What follows belongs to an exercise in optimizing a design on an open flow for small area and few clock cycles; a production flow would make more cautious choices.
The RTL was checked by simulation tests, not by an equivalence proof against the original design.
No activity file was given, so power comes from the tool's default toggle rates.

Design lasc_ctrl, start of the top module:
module lasc_ctrl (
    input  wire        clk,
    input  wire        rst,           
    input  wire        op_valid,
    input  wire [31:0] op_word,
    output wire        op_ready,
    output wire        rsp_valid,
    output wire [1:0]  rsp_code,      
    output reg         act_valid,
    output reg  [3:0]  act_kind,
    output reg  [15:0] act_data,
    input  wire [7:0]  st_rdata,
    input  wire        st_wfail,
    output reg         booted,
    output reg  [2:0]  mode,
    output reg         scan_active,
    output reg         scan_done,
    output reg  [1:0]  scan_result,
    output reg         flash_armed,
    output wire [7:0]  intensity,
    output reg         ind,
    output reg         cfg_err,
    output wire [13:0] patch,
    output wire [13:0] work,
    output reg  [3:0]  channel,
    output reg  [2:0]  range,
    output reg         zero_based
);
Size in the first run: about 1500 cells after synthesis, about 13000 sq um of cells after synthesis.
Settings: LEC_CHECK=0, CAP_MARGIN=20, CORE_MARGIN=2, CORE_UTILIZATION=40, CTS_BUF_LIST=sky130_fd_sc_hd__clkbuf_4, PLACE_DENSITY=0.6, SLEW_MARGIN=20; clock period 10.0 ns.
run.sh (not shown) runs the stock make flow with config.mk's settings and CLKGATE_MAP_FILE= SYNTH_SCRIPT=/design/flow/synth_recipe.tcl, a recipe that flattens the netlist after the stock synthesis.
The baseline completed without violations.
Testbench counts at the start, summed over its fixed seeds: cycles 277,456.
Rerun with:
Settings changed: CTS_BUF_LIST sky130_fd_sc_hd__clkbuf_4 to unset.
What happened: Die area does not change. Maximum frequency decreases by 0.50%. Power increases by 7.0%.
Rerun with:
==> flow/flow/run.sh (new file) <==
#!/bin/bash
# The standard layout (standard.sh), with two changes to how the layout is made:
#  - ABC maps the logic for area (flow/abc_map.script) instead of the speed script;
#    registers are mapped before ABC runs, so they are the standard synthesis's own;
#  - the port buffers are the smallest buffer cell.
set -euo pipefail
cd "$(dirname "$0")/.."
rm -rf scripts_area
cp -r "$FLOW_HOME/scripts" scripts_area
cp flow/abc_map.script scripts_area/abc_speed.script
export SCRIPTS_DIR="$PWD/scripts_area"
export BUFFER_PORTS_ARGS="-buffer_cell sky130_fd_sc_hd__buf_1"
bash standard.sh > standard_flow.log 2>&1
==> flow/flow/abc_map.script (new file) <==
&get -n
&st
&dc2
&dch -f
&nf -R 1000 -p -F 8 -A 8 -C 32
&st
&dc2
&dch -f
&nf -R 1000 -p -F 8 -A 8 -C 32
&put
==> flow/standard.sh (new file) <==
#!/bin/bash
# synth_recipe.tcl (not shown) runs the flow's synth.tcl, then flattens the netlist and writes it again
# the make line also repeats each setting of config.mk as NAME=value (left out here)
make -C /OpenROAD-flow-scripts/flow DESIGN_CONFIG=/design/flow/config.mk WORK_HOME=/design/flow/orfs CLKGATE_MAP_FILE= SYNTH_SCRIPT=/design/flow/synth_recipe.tcl "${@:-finish}"
Settings changed: CTS_BUF_LIST set to sky130_fd_sc_hd__clkbuf_8, CTS_CLUSTER_DIAMETER set to 80, CTS_CLUSTER_SIZE set to 20.
removed: flow/run.sh
=> Cell area shrinks by about 14%; die area falls by about 9%; via count drops by 9.5%; sequential share of layout area is higher by 4.9 points; final cell count decreases by 8.1%; sequential power is about the same.

* * *

== run 1 ==
Another version of the RTL of lasc_ctrl (not shown whole).
For scale: roughly 1,300 cells after synthesis, ~210 flip-flops, about 120 I/O pins, ~11,000 µm² of cells after synthesis.
Settings: LEC_CHECK=0, CAP_MARGIN=20, CORE_MARGIN=2, CORE_UTILIZATION=70, PLACE_DENSITY=0.85, SLEW_MARGIN=20; clock period 10.0 ns.
standard.sh (not shown) runs the stock make flow with config.mk's settings and CLKGATE_MAP_FILE= SYNTH_SCRIPT=/design/flow/synth_recipe.tcl, a recipe that flattens the netlist after the stock synthesis.
==> flow/flow/run.sh <==
#!/bin/bash
# The standard layout (standard.sh), with these changes to how the layout is made:
#  - ABC maps all logic, adders included, for area (flow/abc_map.script) instead of
#    the speed script and the adder cell map; registers are mapped before ABC runs,
#    so they are the standard synthesis's own;
#  - the port buffers are the smallest buffer cell;
#  - clock tree: clkbuf_8 buffers, small sink clusters, no dummy loads.
set -euo pipefail
cd "$(dirname "$0")/.."
rm -rf scripts_area
cp -r "$FLOW_HOME/scripts" scripts_area
cp flow/abc_map.script scripts_area/abc_speed.script
export SCRIPTS_DIR="$PWD/scripts_area"
export ADDER_MAP_FILE=
export BUFFER_PORTS_ARGS="-buffer_cell sky130_fd_sc_hd__buf_1"
export CTS_ARGS="-sink_clustering_enable -repair_clock_nets -dont_use_dummy_load -sink_clustering_size 16 -sink_clustering_max_diameter 60 -buf_list sky130_fd_sc_hd__clkbuf_8"
bash standard.sh > standard_flow.log 2>&1
==> flow/flow/abc_map.script <==
&get -n
&st
&deepsyn -T 20
&dc2
&dch -f
&nf -R 1000 -p -F 8 -A 8 -C 32
&st
&dc2
&dch -f
&nf -R 1000 -p -F 8 -A 8 -C 32
&put
Testbench counts of run 1, summed over its fixed seeds: cycles 277,456.
Here is what was changed in the inputs of run 2 compared with run 1.
Settings: a change of CORE_UTILIZATION from 70 to 40; a change of PLACE_DENSITY from 0.85 to 0.6; an added GPL_TIMING_DRIVEN of 0.
Run 2 — clock latency on the worst-skew pair 0.03 ns higher, run 1 as reference. Run 2 vs run 1, maximum frequency went down by 9.2%. Sequential fraction of total cell area (run 2 over run 1): decrease, 1.4 points. Re area after synthesis: no difference whatsoever between run 2 and run 1. Logic gate share of total power on run 2 is up relative to run 1.
Modified inputs, run 3 compared to run 2
Settings: putting CTS_CLUSTER_DIAMETER at 60 where nothing was set; putting CTS_CLUSTER_SIZE at 16 where nothing was set; putting CTS_BUF_LIST at sky130_fd_sc_hd__clkbuf_8 where nothing was set; clearing GPL_TIMING_DRIVEN, which used to be 0.
-- flow/flow/run.sh --
<<< run 2, line 6
#  - the port buffers are the smallest buffer cell;
#  - clock tree: clkbuf_8 buffers, small sink clusters, no dummy loads.
>>> run 3, line 6
#  - the port buffers are the smallest buffer cell.
<<< run 2, line 16
export CTS_ARGS="-sink_clustering_enable -repair_clock_nets -dont_use_dummy_load -sink_clustering_size 16 -sink_clustering_max_diameter 60 -buf_list sky130_fd_sc_hd__clkbuf_8"
>>> run 3, line 15
-- flow/flow/abc_map.script --
<<< run 2, line 3
&deepsyn -T 20
>>> run 3, line 3
==> summary.txt <==
- Run 3 and run 2 all finish clean.
- Changes observed in run 3 relative to run 2: routed wire length higher, cell count after placement higher.
- Going from run 2 to run 3, worst hold path stage count shows an increase of 1; global-route wire length before repair now larger; sequential share of layout area fell 0.88 points; non-clock buffer instance count of the final layout shows a reduction of 14; synthesized cell count shows an increase of 58.
- Run 3 against run 2: number of buffer and inverter stages on the critical path grew by 2, combinational group share of total power decreased by 1.1 points relative to the old numbers.
- Across both runs, setup slack after layout was higher for run 3 than for run 2.
### run 3 -> run 4
Settings: a deleted CTS_CLUSTER_DIAMETER that had been 60; a deleted CTS_CLUSTER_SIZE that had been 16; a deleted CTS_BUF_LIST that had been sky130_fd_sc_hd__clkbuf_8; a change of PLACE_DENSITY from 0.6 to 0.75; a change of CORE_UTILIZATION from 40 to 60.
-- flow/flow/run.sh --
<<< run 3, line 6
#  - the port buffers are the smallest buffer cell.
>>> run 4, line 6
#  - the port buffers are the smallest buffer cell;
#  - clock tree: clkbuf_8 buffers, small sink clusters, no dummy loads.
<<< run 3, line 15
>>> run 4, line 16
export CTS_ARGS="-sink_clustering_enable -repair_clock_nets -dont_use_dummy_load -sink_clustering_size 16 -sink_clustering_max_diameter 60 -buf_list sky130_fd_sc_hd__clkbuf_8"
-- flow/flow/abc_map.script --
<<< run 3, line 3
>>> run 4, line 3
&deepsyn -T 20
### Flow results
- From run 3 to run 4 the numbers moved as follows: height of the die went down by 32 µm; shortest clock period the worst path allows after layout went down by 0.47 ns.
- Number of non-filler instances in the completed layout | run 4 below run 3
- Of run 3 and run 4, the run reporting the higher clock latency reported for the late side of the worst-skew pair was run 3.
- Layout-stage area growth over the synthesis result, run 3 and run 4, lower one = run 4.
- | count of clock-buffer cells in the layout | higher: run 3 |
#### Input delta (run 5 over run 4)
Settings: an added CTS_CLUSTER_DIAMETER of 60; a change of CORE_UTILIZATION from 60 to 40; an added CTS_BUF_LIST of sky130_fd_sc_hd__clkbuf_8; a change of PLACE_DENSITY from 0.75 to 0.6; an added CTS_CLUSTER_SIZE of 24.
-- flow/flow/run.sh --
<<< run 4, line 6
#  - the port buffers are the smallest buffer cell;
#  - clock tree: clkbuf_8 buffers, small sink clusters, no dummy loads.
>>> run 5, line 6
#  - the port buffers are the smallest buffer cell.
<<< run 4, line 16
export CTS_ARGS="-sink_clustering_enable -repair_clock_nets -dont_use_dummy_load -sink_clustering_size 16 -sink_clustering_max_diameter 60 -buf_list sky130_fd_sc_hd__clkbuf_8"
>>> run 5, line 15
-- flow/flow/abc_map.script --
<<< run 4, line 3
&deepsyn -T 20
>>> run 5, line 3
Results
Per the final summary, run 5 finished and its layout is clean on timing, DRC and antenna.
Per the comparison of run 5 with run 4, number of multi-input combinational cells higher, summed area of non-filler cells in the final layout went up, post-synthesis average cell area went down about 2.3%.
Post-layout total power came out higher on run 5 than on run 4.
Run 5: post-route fraction of the period consumed by the critical path 5.1 points above run 4

-- separate check: timing with driven ports --
No port has a modelled driver above. Below, the same layouts with a new extraction and two added sets of constraints.
Step 1 sets driving cells, clkbuf_16 on the clock port and buf_2 on the other inputs (assumed; they add their load-dependent delay and slew).
Step 2 also shifts input and output timing later by t, the mid clock arrival at the registers, as if the neighbouring blocks saw the same clock.
Three values: no drivers, after step 1, after step 2; two values: the first two.
| run | t, ns | setup slack, ns | hold WS [ns] | latest minus earliest clock arrival (ns) | cell pins on the clock port's net |
|---|---|---|---|---|---|
| the first run of note 1 | 0.758 | 0.802 / 0.779 / 0.779 | 0.484 / 0.484 / 0.484 | 0.057 / 0.057 | 1 |
| the second run of note 1 | 0.588 | 0.756 / 0.732 / 0.732 | 0.483 / 0.483 / 0.483 | 0.010 / 0.010 | 1 |
| the third run of note 1 | 0.563 | 1.424 / 1.402 / 1.402 | 0.487 / 0.487 / 0.487 | 0.026 / 0.026 | 1 |
| run 1 | 0.535 | 1.418 / 1.397 / 1.397 | 0.469 / 0.469 / 0.469 | 0.057 / 0.057 | 1 |
| run 2 | 0.564 | 0.550 / 0.530 / 0.530 | 0.459 / 0.459 / 0.459 | 0.053 / 0.053 | 1 |
| run 3 | 0.581 | 0.946 / 0.925 / 0.925 | 0.468 / 0.468 / 0.468 | 0.021 / 0.021 | 1 |
| run 4 | 0.542 | 1.417 / 1.396 / 1.396 | 0.470 / 0.470 / 0.470 | 0.032 / 0.032 | 1 |
| run 5 | 0.584 | 0.911 / 0.889 / 0.889 | 0.468 / 0.468 / 0.468 | 0.025 / 0.026 | 1 |
After both steps every run listed still meets setup and hold. For the second run of note 1, which loses most, drivers alone change the setup slack by -0.024 ns; drivers and shift together by -0.024 ns.
